Background: an optimization exercise with open tools, aiming at small area, a short achievable clock period and few clock cycles. Do not read the settings as production practice. In this exercise RTL edits were held to simulation tests only and were not proved equivalent to the original. Power and IR drop assume default switching activity.

## frame_extractor
module frame_extractor (
    input  wire        clk,
    input  wire        rst,             
    input  wire        in_valid,
    output wire        in_ready,
    input  wire [31:0] in_data,
    output reg         out_valid,
    input  wire        out_ready,
    output reg         out_last,
    output reg  [4:0]  out_info,        
    output reg  [31:0] out_stored,
    output reg  [31:0] out_calc,
    output reg  [7:0]  out_type,
    output reg  [31:0] out_length,
    output wire [31:0] out_data_start,
    output reg  [31:0] out_data_end,
    output wire [31:0] out_vlq_count
);
Size: roughly 3,200 flip-flops, about 240 I/O pins, roughly 140,000 sq um of cells after synthesis.
Settings: LEC_CHECK=0, CAP_MARGIN=20, CORE_MARGIN=2, CORE_UTILIZATION=60, CTS_BUF_LIST=sky130_fd_sc_hd__clkbuf_8, SETUP_SLACK_MARGIN=3.5, SLEW_MARGIN=20, SYNTH_MEMORY_MAX_BITS=16384; clock period 7.0 ns.
run.sh (not shown) runs the stock make flow with config.mk's settings and CLKGATE_MAP_FILE= SYNTH_SCRIPT=/design/flow/synth_recipe.tcl, a recipe that flattens the netlist after the stock synthesis.
The starting point finished clean.
Testbench counts at the start, summed over its fixed seeds: cycles 20,120.
==> next run, changes <==
--- a/flow/design.v
+++ b/flow/design.v
@@ -227,14 +227,15 @@
     reg [7:0]  k;               
     reg        ovf;
     reg        trunc_r;
     reg [9:0]  fs_ds;           
     reg        fin_cont;        
     reg [1:0]  tq;              
     reg        first;           
+    reg        fcross;          
     reg [8:0]  pr;              
     reg [31:0] pa;              
     reg        pa_v, pa_first;
     reg [1:0]  pa_tq;
     reg [31:0] crc;
     reg        rec_pending;     
     reg        fin1, fin2;      
@@ -318,15 +319,15 @@
     wire       enough   = (xs == X_HDR && p[1:0] != 2'd0) ? (cnt >= 3'd3) : (cnt >= 3'd2);
     wire       step     = enough & ~(pay_last & rec_pending);
     reg  [1:0] nsh;
     always @(*) begin
         case (xs)
             X_HDR:   nsh = lft7 ? 2'd2 : 2'd0;
             X_VLQ:   nsh = {1'b0, lft0 && (p[1:0] == 2'd3)};
-            X_PAY:   nsh = (first && tq != 2'd0) ? {1'b0, ({1'b0, p[1:0]} + {1'b0, tq}) >= 3'd4} : 2'd1;
+            X_PAY:   nsh = first ? {1'b0, fcross} : 2'd1;
             default: nsh = 2'd0;
         endcase
     end
     wire [1:0] nshift   = step ? nsh : 2'd0;
     wire [8:0] p_adv    = p + {5'd0, adv};
     wire [9:0] left_adv = left - {6'd0, adv};
     wire [8:0] o_adv    = o + {5'd0, adv};
@@ -345,14 +346,18 @@
     wire       can_rd   = restart || ((xs != X_IDLE) && (xs != X_MISM));
     wire [2:0] held     = cnt + {2'b00, rv0} + {2'b00, rv1};
     wire [2:0] space    = restart ? 3'd5 : (3'd5 - held);
     wire [1:0] n_issue  = !can_rd ? 2'd0 :
                           take_go ? (written1 ? 2'd2 : 2'd1) :
                           (avail1 && space >= 3'd2) ? 2'd2 :
                           (avail0 && space != 3'd0) ? 2'd1 : 2'd0;
+    wire [7:0] wg_b     = wgap + {7'd0, byt_d};
+    wire [7:0] rd_wgap  = n_issue[1] ? (wg_b - 8'd2) : n_issue[0] ? (wg_b - 8'd1) : wg_b;
+    wire [7:0] rd_ra    = n_issue[1] ? (ra + 8'd2) : n_issue[0] ? (ra + 8'd1) : ra;
+    wire [7:0] rd_rleft = n_issue[1] ? (rleft - 8'd2) : n_issue[0] ? (rleft - 8'd1) : rleft;
     wire [4:0] ie = ra[5:1] + {4'd0, ra[0]};
     wire [31:0] rdE = memE[ie];
     wire [31:0] rdO = memO[ra[5:1]];
     wire       pv_dir  = !pv_have || (pv_front >= rec_left);
     wire [8:0] pv_drop = pv_dir ? rec_left : pv_front;
     task automatic jump(input [8:0] tgt, input [8:0] tleft, input [6:0] nw);
         begin
@@ -504,32 +509,34 @@
                     3'd2:    w3 <= rq1;
                     default: w4 <= rq1;
                 endcase
             end
             cnt   <= cnt_n;
             rv0   <= (n_issue != 2'd0);
             rv1   <= n_issue[1];
-            ra    <= ra + {6'd0, n_issue};
-            wgap  <= wgap - {6'd0, n_issue} + {7'd0, byt_d};
+            ra    <= rd_ra;
+            wgap  <= rd_wgap;
             byt_d <= acc_byt;
-            rleft <= rleft - {6'd0, n_issue};
+            rleft <= rd_rleft;
             if (step) begin
                 p    <= p_adv;
                 left <= left_adv;
                 lq   <= gtf(left_adv);
                 o    <= o_adv;
                 case (xs)
                     X_HDR: begin
                         fstart       <= p;
                         o            <= 9'd8;
                         stored       <= {lft2 ? V2 : 8'd0, lft3 ? V3 : 8'd0,
                                          lft4 ? B4 : 8'd0, lft5 ? B5 : 8'd0};
                         ftype        <= lft6 ? B6 : 8'd0;
                         ovf          <= 1'b0;
                         tq           <= hdr_pay[1:0];
+                        fcross       <= (hdr_pay[1:0] == 2'd0) ||
+                                        (({1'b0, p[1:0]} + {1'b0, hdr_pay[1:0]}) >= 3'd4);
                         first        <= 1'b1;
                         pr           <= hdr_pay;
                         if (hdr_mism) begin
                             xs <= X_MISM;
                         end else if (!lft7) begin
                             vacc     <= 32'd0;
                             k        <= 8'd0;
@@ -564,14 +571,16 @@
                             if (!V0[7]) xs <= X_SETUP;
                         end
                     end
                     X_SETUP: begin
                         fs_ds    <= {1'b0, p};
                         trunc_r  <= !s_le;
                         tq       <= s_pay[1:0];
+                        fcross   <= (s_pay[1:0] == 2'd0) ||
+                                    (({1'b0, p[1:0]} + {1'b0, s_pay[1:0]}) >= 3'd4);
                         first    <= 1'b1;
                         pr       <= s_pay;
                         fin_cont <= 1'b1;
                         xs       <= (s_pay == 9'd0) ? X_FIN0 : X_PAY;
                     end
                     X_PAY: begin
                         pa       <= pay_word;
Non-clock buffer count went up by 33.
Register-to-register slack gains 0.03 ns.
Total power went up by 0.70%.
Via count went up by 2.2%.
Area after synthesis went up by 0.35%.
Cell count went up by 1.9%.
Wire length went up by 4.6%.
Design area went up by 1.0%.
Testbench counts after the change, summed over its fixed seeds: cycles 20,120.

## static timing again, ports no longer ideal
Ports are ideal in the flow. The routed layouts listed here were re-timed in OpenROAD.
Step 1 sets driving cells, clkbuf_16 on the clock port and buf_2 on the other inputs (assumed; they add their load-dependent delay and slew).
Step 2 moves the port delays by t, midway between the first and last clock arrival at a register: inputs arrive t later, outputs are due t later. That takes back most of the time a late clock gives input paths.
Slacks: ideal / step 1 / step 2; pairs: ideal / step 1.
run | t, ns | slack for setup (ns) | worst hold slack (ns)
the first run | 1.120 | 3.128 / 3.128 / 2.369 | 0.437 / 0.437 / 0.437
the second run | 1.156 | 3.153 / 3.153 / 2.288 | 0.452 / 0.452 / 0.452
After both steps every run listed still meets setup and hold. The setup slack of the second run, which loses most, moves by 0.000 ns with the drivers and by -0.865 ns with both steps.
